Background: an optimization exercise with open tools, aiming at small area, a short achievable clock period and few clock cycles per item. Do not read the settings as production practice. Only simulation tests tie the RTL to the original design; equivalence was not proved.

<file path="run.sh">
#!/bin/bash
# synth_recipe.tcl (not shown) runs the flow's synth.tcl, then flattens the netlist and writes it again
# the make line also repeats each setting of config.mk as NAME=value (left out here)
make -C /OpenROAD-flow-scripts/flow DESIGN_CONFIG=/design/flow/config.mk WORK_HOME=/design/flow/orfs CLKGATE_MAP_FILE= SYNTH_SCRIPT=/design/flow/synth_recipe.tcl finish
</file>
<file path="config.mk">
export PLATFORM = sky130hd
export DESIGN_NAME = wm_haar
export DESIGN_NICKNAME = wm_haar
export VERILOG_FILES = /design/flow/design.v
export SDC_FILE = /design/flow/constraint.sdc
export NUM_CORES = 8
export LEC_CHECK = 0
export CAP_MARGIN = 20
export CORE_MARGIN = 2
export CORE_UTILIZATION = 30
export SETUP_SLACK_MARGIN = 0.5
export SLEW_MARGIN = 20
</file>
<file path="constraint.sdc">
create_clock -name core_clock -period 22.0 [get_ports {clk}]
set_input_delay 4.4000 -clock core_clock [delete_from_list [all_inputs] [get_ports {clk}]]
set_output_delay 4.4000 -clock core_clock [all_outputs]
set_load 0.01 [all_outputs]
</file>
<file path="design.v">
module fp64_add (
    input  wire [63:0] a,
    input  wire [63:0] b,
    input  wire        sub,
    output wire [63:0] y
);
    wire        sa = a[63];
    wire        sb = b[63] ^ sub;
    wire [10:0] ea = (a[62:52] == 11'd0) ? 11'd1 : a[62:52];
    wire [10:0] eb = (b[62:52] == 11'd0) ? 11'd1 : b[62:52];
    wire [52:0] ma = {a[62:52] != 11'd0, a[51:0]};
    wire [52:0] mb = {b[62:52] != 11'd0, b[51:0]};
    wire        swap = {b[62:52], b[51:0]} > {a[62:52], a[51:0]};
    wire        sx = swap ? sb : sa;
    wire        sy = swap ? sa : sb;
    wire [10:0] ex = swap ? eb : ea;
    wire [10:0] ey = swap ? ea : eb;
    wire [52:0] mx = swap ? mb : ma;
    wire [52:0] my = swap ? ma : mb;
    wire [10:0]  d    = ex - ey;
    wire [6:0]   dsh  = (d > 11'd112) ? 7'd112 : d[6:0];
    wire [111:0] ywide = {my, 3'b000, 56'd0} >> dsh;
    wire         stk  = |ywide[55:0];
    wire [55:0]  sigx = {mx, 3'b000};
    wire [55:0]  sigy = {ywide[111:57], ywide[56] | stk};
    wire         eff_sub = sx ^ sy;
    wire [56:0]  sum = eff_sub ? ({1'b0, sigx} - {1'b0, sigy})
                               : ({1'b0, sigx} + {1'b0, sigy});
    reg  [6:0] lz;
    integer i;
    always @(*) begin
        lz = 7'd56;
        for (i = 0; i < 56; i = i + 1)
            if (sum[i]) lz = 7'd55 - i[6:0];
    end
    reg  [55:0] norm;
    reg  [11:0] en;
    reg  [6:0]  lsh;
    always @(*) begin
        if (sum[56]) begin
            norm = {sum[56:2], sum[1] | sum[0]};
            en   = {1'b0, ex} + 12'd1;
            lsh  = 7'd0;
        end else begin
            lsh  = ({5'd0, lz} > {1'b0, ex} - 12'd1) ? (ex[6:0] - 7'd1) : lz;
            norm = sum[55:0] << lsh;
            en   = {1'b0, ex} - {5'd0, lsh};
        end
    end
    wire        rnd   = norm[2] & (norm[1] | norm[0] | norm[3]);
    wire [10:0] efld  = norm[55] ? en[10:0] : 11'd0;
    wire [62:0] mag   = {efld, norm[54:3]} + {62'd0, rnd};
    wire        zero  = (sum == 57'd0);
    wire        sr    = zero ? (sa & sb) : sx;
    assign y = zero ? {sr, 63'd0} : {sr, mag};
endmodule
module wm_haar (
    input  wire        clk,
    input  wire        rst,         
    input  wire        in_valid,
    output wire        in_ready,
    input  wire [63:0] in_x0,
    input  wire [63:0] in_x1,
    input  wire [63:0] in_x2,
    input  wire [63:0] in_x3,
    output wire        out_valid,
    input  wire        out_ready,
    output wire [63:0] out_y0,
    output wire [63:0] out_y1,
    output wire [63:0] out_y2,
    output wire [63:0] out_y3
);
    localparam S_IDLE = 2'd0, S_PASS1 = 2'd1, S_PASS2 = 2'd2, S_OUT = 2'd3;
    reg [1:0]  state;
    reg [63:0] r0, r1, r2, r3;
    function [63:0] half;
        input [63:0] v;
        reg   [52:0] sig;
        reg   [52:0] sh;
        reg          up;
        begin
            if (v[62:52] > 11'd1) begin
                half = {v[63], v[62:52] - 11'd1, v[51:0]};
            end else begin
                sig  = {v[62:52] == 11'd1, v[51:0]};
                sh   = sig >> 1;
                up   = sig[0] & sh[0];
                half = {v[63], 11'd0, sh[51:0]} + {63'd0, up};
            end
        end
    endfunction
    wire        p2 = (state == S_PASS2);
    wire [63:0] a01 = r0;
    wire [63:0] b01 = p2 ? r2 : r1;
    wire [63:0] a23 = p2 ? r1 : r2;
    wire [63:0] b23 = r3;
    wire [63:0] s0, s1, s2, s3;
    fp64_add u_add0 (.a(a01), .b(b01), .sub(1'b0), .y(s0));
    fp64_add u_add1 (.a(a01), .b(b01), .sub(1'b1), .y(s1));
    fp64_add u_add2 (.a(a23), .b(b23), .sub(1'b0), .y(s2));
    fp64_add u_add3 (.a(a23), .b(b23), .sub(1'b1), .y(s3));
    always @(posedge clk) begin
        if (rst) begin
            state <= S_IDLE;
        end else begin
            case (state)
                S_IDLE: if (in_valid) state <= S_PASS1;
                S_PASS1: state <= S_PASS2;
                S_PASS2: state <= S_OUT;
                S_OUT:  if (out_ready) state <= S_IDLE;
            endcase
        end
    end
    always @(posedge clk) begin
        case (state)
            S_IDLE: if (in_valid) begin
                r0 <= in_x0; r1 <= in_x1; r2 <= in_x2; r3 <= in_x3;
            end
            S_PASS1: begin
                r0 <= s0; r1 <= s1; r2 <= s2; r3 <= s3;
            end
            S_PASS2: begin
                r0 <= half(s0); r1 <= half(s1); r2 <= half(s2); r3 <= half(s3);
            end
            default: ;
        endcase
    end
    assign in_ready  = (state == S_IDLE);
    assign out_valid = (state == S_OUT);
    assign out_y0 = r0;
    assign out_y1 = r1;
    assign out_y2 = r2;
    assign out_y3 = r3;
endmodule
</file>
==> run summary <==
-- per-layer routing --
metal / vias up / routed length (um) / GRT usage, %
met3: 3145 / 176000 / 28.6
li1: 70100 / - / -
met4: 78 / 86400 / 36.8
met1: 82400 / 390000 / 70.0
met2: 15000 / 359000 / 68.3
met5: - / 926 / 0.514
-- kinds of logic after synthesis --
| logic type | count (synthesis) |
|---|---|
| simple gates | 6190 |
| compound gates | 5698 |
| buf+inv | 1725 |
| mux | 651 |
| xor+xnor | 650 |
| fa+ha+maj | 448 |
| flops | 258 |
| other cells | 1 |
-- worst min-delay path by stage --
stage / start / to / slack, ns / cells past startpoint
2_1_floorplan: state[0] / state[0] / 0.52 / 2
3_3_place_gp: state[0] / state[0] / 0.65 / 3
3_5_place_dp: state[0] / state[0] / 0.66 / 3
4_1_cts: state[0] / state[0] / 0.66 / 3
5_1_grt: state[0] / state[0] / 0.71 / 3
6_report: state[0] / state[0] / 0.68 / 3
-- Yosys cell counts (174+ instances only) --
| library cell | count |
|---|---|
| clkbuf_1 | 616 |
| nor2_1 | 1629 |
| o22ai_1 | 252 |
| nor4_1 | 238 |
| inv_1 | 523 |
| nand2_1 | 1523 |
| a21oi_1 | 1259 |
| o31ai_1 | 175 |
| and2_1 | 174 |
| nand4_1 | 296 |
| o211ai_1 | 322 |
| buf_2 | 295 |
| nand3_1 | 626 |
| a211oi_1 | 297 |
| ha_1 | 440 |
| mux2i_1 | 417 |
| mux2_2 | 203 |
| a31oi_1 | 256 |
| edfxtp_1 | 256 |
| xor2_1 | 192 |
| o21ai_0 | 1001 |
| nor3_1 | 621 |
| a21o_1 | 179 |
| xnor2_1 | 457 |
-- state kept, by name, summed over array words and instances, names as in the netlist --
register and cells:
r2 64, r3 64, state 2, r0 64
r1 64
-- per-stage QoR --
stage          instances  setup TNS [ns]  utilization [%]  worst slack, ns
2_1_floorplan      15600               0                -            0.507
3_3_place_gp       24900         -159.30             44.5            -1.97
3_5_place_dp       24900         -148.30             44.5            -1.79
4_1_cts            25000               0             45.1            0.507
5_1_grt            25200               0             46.1            0.394
6_report           25300               0             46.2            0.549
-- worst max-delay path: cells and delay by family (launching register included) --
family	cells	cell delay (ns)
AO/OA/AOI/OAI	28	6.80
adder cells (fa/ha/maj)	4	1.49
buffers and inverters	19	3.86
flip-flops	1	0.60
multiplexers	3	1.34
AND/OR/NAND/NOR	27	6.97
-- final cells by class --
type	count	area, um2
Clock inverter	29	398
Multi-Input combinational cell	13600	91700
Clock buffer	43	991
Tap cell	4557	5700
Antenna cell	150	375
Sequential cell	258	7730
Fill cell	35700	184000
Inverter	561	2130
Timing Repair Buffer	6056	49500
-- timing repair --
action	CTS	global route
buffers inserted	23	106
pin swaps	22	118
resized for setup	110	563
endpoints found under the setup margin	252	252
gates cloned	0	10
-- cell usage in the layout, fill, tap and decap left out, drive strengths merged, types with 204 or more instances in the layout --
master         Yosys  layout
o21ai           1092    1092
inv              542     549
nor4             257     257
xnor2            457     457
o211ai           325     325
nor3             640     640
o22ai            253     253
a211oi           313     313
edfxtp           256     256
nand2           1527    1527
ha               440     440
nor2            1637    1637
a31oi            262     262
nand4            302     302
clkdlybuf4s50      0     517
a21oi           1273    1273
buf              547    5530
mux2             204     204
nand3            634     634
mux2i            418     418
==> tab_implementation.tex <==
\begin{tabular}{lr}
\hline
Metric & Value \\
\hline
\multicolumn{2}{l}{\textbf{Status}} \\
\quad Status & timing/DRC/antenna clean \\
\multicolumn{2}{l}{\textbf{Synth}} \\
\quad Compound-gate portion of the synthesized area & 37.8\% \\
\quad Top area cells in the synthesized netlist & edfxtp\_1, a21oi\_1, nor2\_1, nand2\_1, ha\_1 \\
\quad Adder and majority gate portion of the synthesized area & 5.48\% \\
\quad Number of synthesized register bits & 258 \\
\quad Total standard cell area after synthesis & 103000 um2 \\
\quad Post-synth top area cell & edfxtp\_1 \\
\quad Post-synth cell types & 145 \\
\quad Prevailing post-synth register cell & edfxtp\_1 \\
\quad Share of synthesized flip-flops with an asynchronous set or reset & 0\% \\
\quad Number of flops mapped to enable cells by yosys & 256 \\
\quad Share of the synthesized area in the top cell type & 7.44\% \\
\quad Largest family of logic cells by synthesized area & compound AO/OA/AOI/OAI gates \\
\quad Syn avg cell area & 6.61 um2 \\
\quad Simple-Gate Fraction of Synth Area & 29.6\% \\
\quad Number of instances in the synthesized netlist & 15600 \\
\quad Mux cell area share after synthesis & 6.91\% \\
\quad Yosys Warn Count & 2 \\
\quad Seq/Total Area, Yosys & 7.48\% \\
\quad Post-synthesis xor/xnor area fraction & 5.52\% \\
\multicolumn{2}{l}{\textbf{STA}} \\
\quad Worst Hold Slack & 0.676 ns \\
\quad Max-slew headroom at the worst pin & 5.87\% \\
\quad Worst setup skew after layout & 0.0637 ns \\
\quad Max-slew violation total from the final report & 0 \\
\quad Final period util & 97.5\% \\
\quad Fmax & 46.6 MHz \\
\quad Slew at the pin with the worst max-slew slack & 1.40 ns \\
\quad Final Hold Viols & 0 \\
\quad Unrepaired setup endpoints after global routing & no \\
\quad Total of endpoints with negative setup slack in the final report & 0 \\
\quad Time the worst path needs with I/O delays and setup & 21.45 ns \\
\multicolumn{2}{l}{\textbf{Setup path}} \\
\quad Critical path data required time & 22.40 ns \\
\quad Worst-path fanout max & 34 \\
\quad R2R depth & 81 \\
\quad Critical register-to-register path endpoint & r3[15] \\
\quad Stage delay of the slowest cell on the critical path & 0.60 ns \\
\quad Kind of capture point of the worst setup path & register \\
\quad Slowest CP cell & edfxtp\_1 \\
\quad Worst reg2reg path startpoint & r2[51] \\
\quad Most frequent cell on the critical path & buf\_4 \\
\quad Critical path launch point type & register \\
\quad First element of the critical path & r2[51] \\
\quad Register-to-Register Setup Slack & 0.55 ns \\
\quad Type of the setup path with the least slack & reg2reg \\
\quad Crit path to & r3[15] \\
\quad Worst Path Arrival & 21.85 ns \\
\multicolumn{2}{l}{\textbf{Placed design}} \\
\quad Area after detailed placement & 153000 um2 \\
\quad Placed wire-length estimate & 852000 um \\
\quad Routability cong. & 1.21 \\
\quad Count of input and output buffers & 517 \\
\multicolumn{2}{l}{\textbf{CTS}} \\
\quad Clock Sinks & 258 \\
\quad Later-pin clock latency in the skew report & 0.72 ns \\
\quad Number of buffers on the longest clock path & 3 \\
\quad Quantity of hold-fixing buffers added after cts & 0 \\
\quad Clock slew at reported path FFs & 0.06 ns \\
\quad Buffer type at the clock tree root & clkbuf\_16 \\
\quad CTS tree & yes \\
\quad TritonCTS buffer count & 39 \\
\quad H-tree levels & 2 \\
\multicolumn{2}{l}{\textbf{Global routing}} \\
\quad Global-route wire length before repair & 1320000 um \\
\quad Vias in the first global route & 151000 \\
\quad GRT overflow & 0 \\
\quad Aggregate global-route resource usage & 54.4\% \\
\quad Pin count of the biggest net entering global routing & 139 \\
\quad Antenna violations before repair & 129 \\
\multicolumn{2}{l}{\textbf{Cells and area}} \\
\quad Fraction of layout instances using a drive strength above 1 & 33.0\% \\
\quad Layout Area Growth over Synthesis & 53.4\% \\
\quad Final instance area & 159000 um2 \\
\quad Total Nets Final & 21300 \\
\multicolumn{2}{l}{\textbf{Detailed routing}} \\
\quad Detailed-route via count & 171000 \\
\quad Drt initial violations & 31500 \\
\quad Drt total wl & 1010000 um \\
\quad Wire length per cell after detailed routing & 40.0 um \\
\quad Per-cell via count in the routed design & 6.75 \\
\quad Post-route DRC & 0 \\
\quad Number of optimization iterations in the first detailed-route pass & 13 \\
\quad Antenna violation net count after detailed routing & 0 \\
\multicolumn{2}{l}{\textbf{Floorplanning}} \\
\quad Top-level port count & 518 \\
\quad Die ar. & 349000 um2 \\
\quad Core Region & 343000 um2 \\
\quad Initial core utilization & 30.1\% \\
\quad Vertical extent of the die & 591 um \\
\quad Std cell rows & 215 \\
\quad Horizontal die dimension & 591 um \\
\multicolumn{2}{l}{\textbf{Worst hold path}} \\
\quad Path type of the worst min-delay path & reg2reg \\
\multicolumn{2}{l}{\textbf{Job}} \\
\quad Maxcap violations & 0 \\
\hline
\end{tabular}
Testbench counts, summed over its fixed seeds: cycles 128,000, items 32,000.

==> port drivers added, routing unchanged <==
No port has a modelled driver above. Below, the same layout with a new extraction and two added sets of constraints. Step 1, drivers: a clkbuf_16 drives clk and a buf_2 each remaining input, both assumed. Step 2, shift: input delay + t, output delay - t, t = (earliest + latest rising clock arrival at the registers) / 2. This alone moves slack from input paths to output paths. Slacks: ideal / step 1 / step 2; pairs: ideal / step 1.
t, ns: 0.800
slack for setup (ns): 0.549 / 0.549 / 0.549
hold slack, ns: 0.676 / 0.676 / 0.676
After both steps setup and hold are still met in this run. The setup slack of this run moves by 0.000 ns with the drivers and by 0.000 ns with both steps.
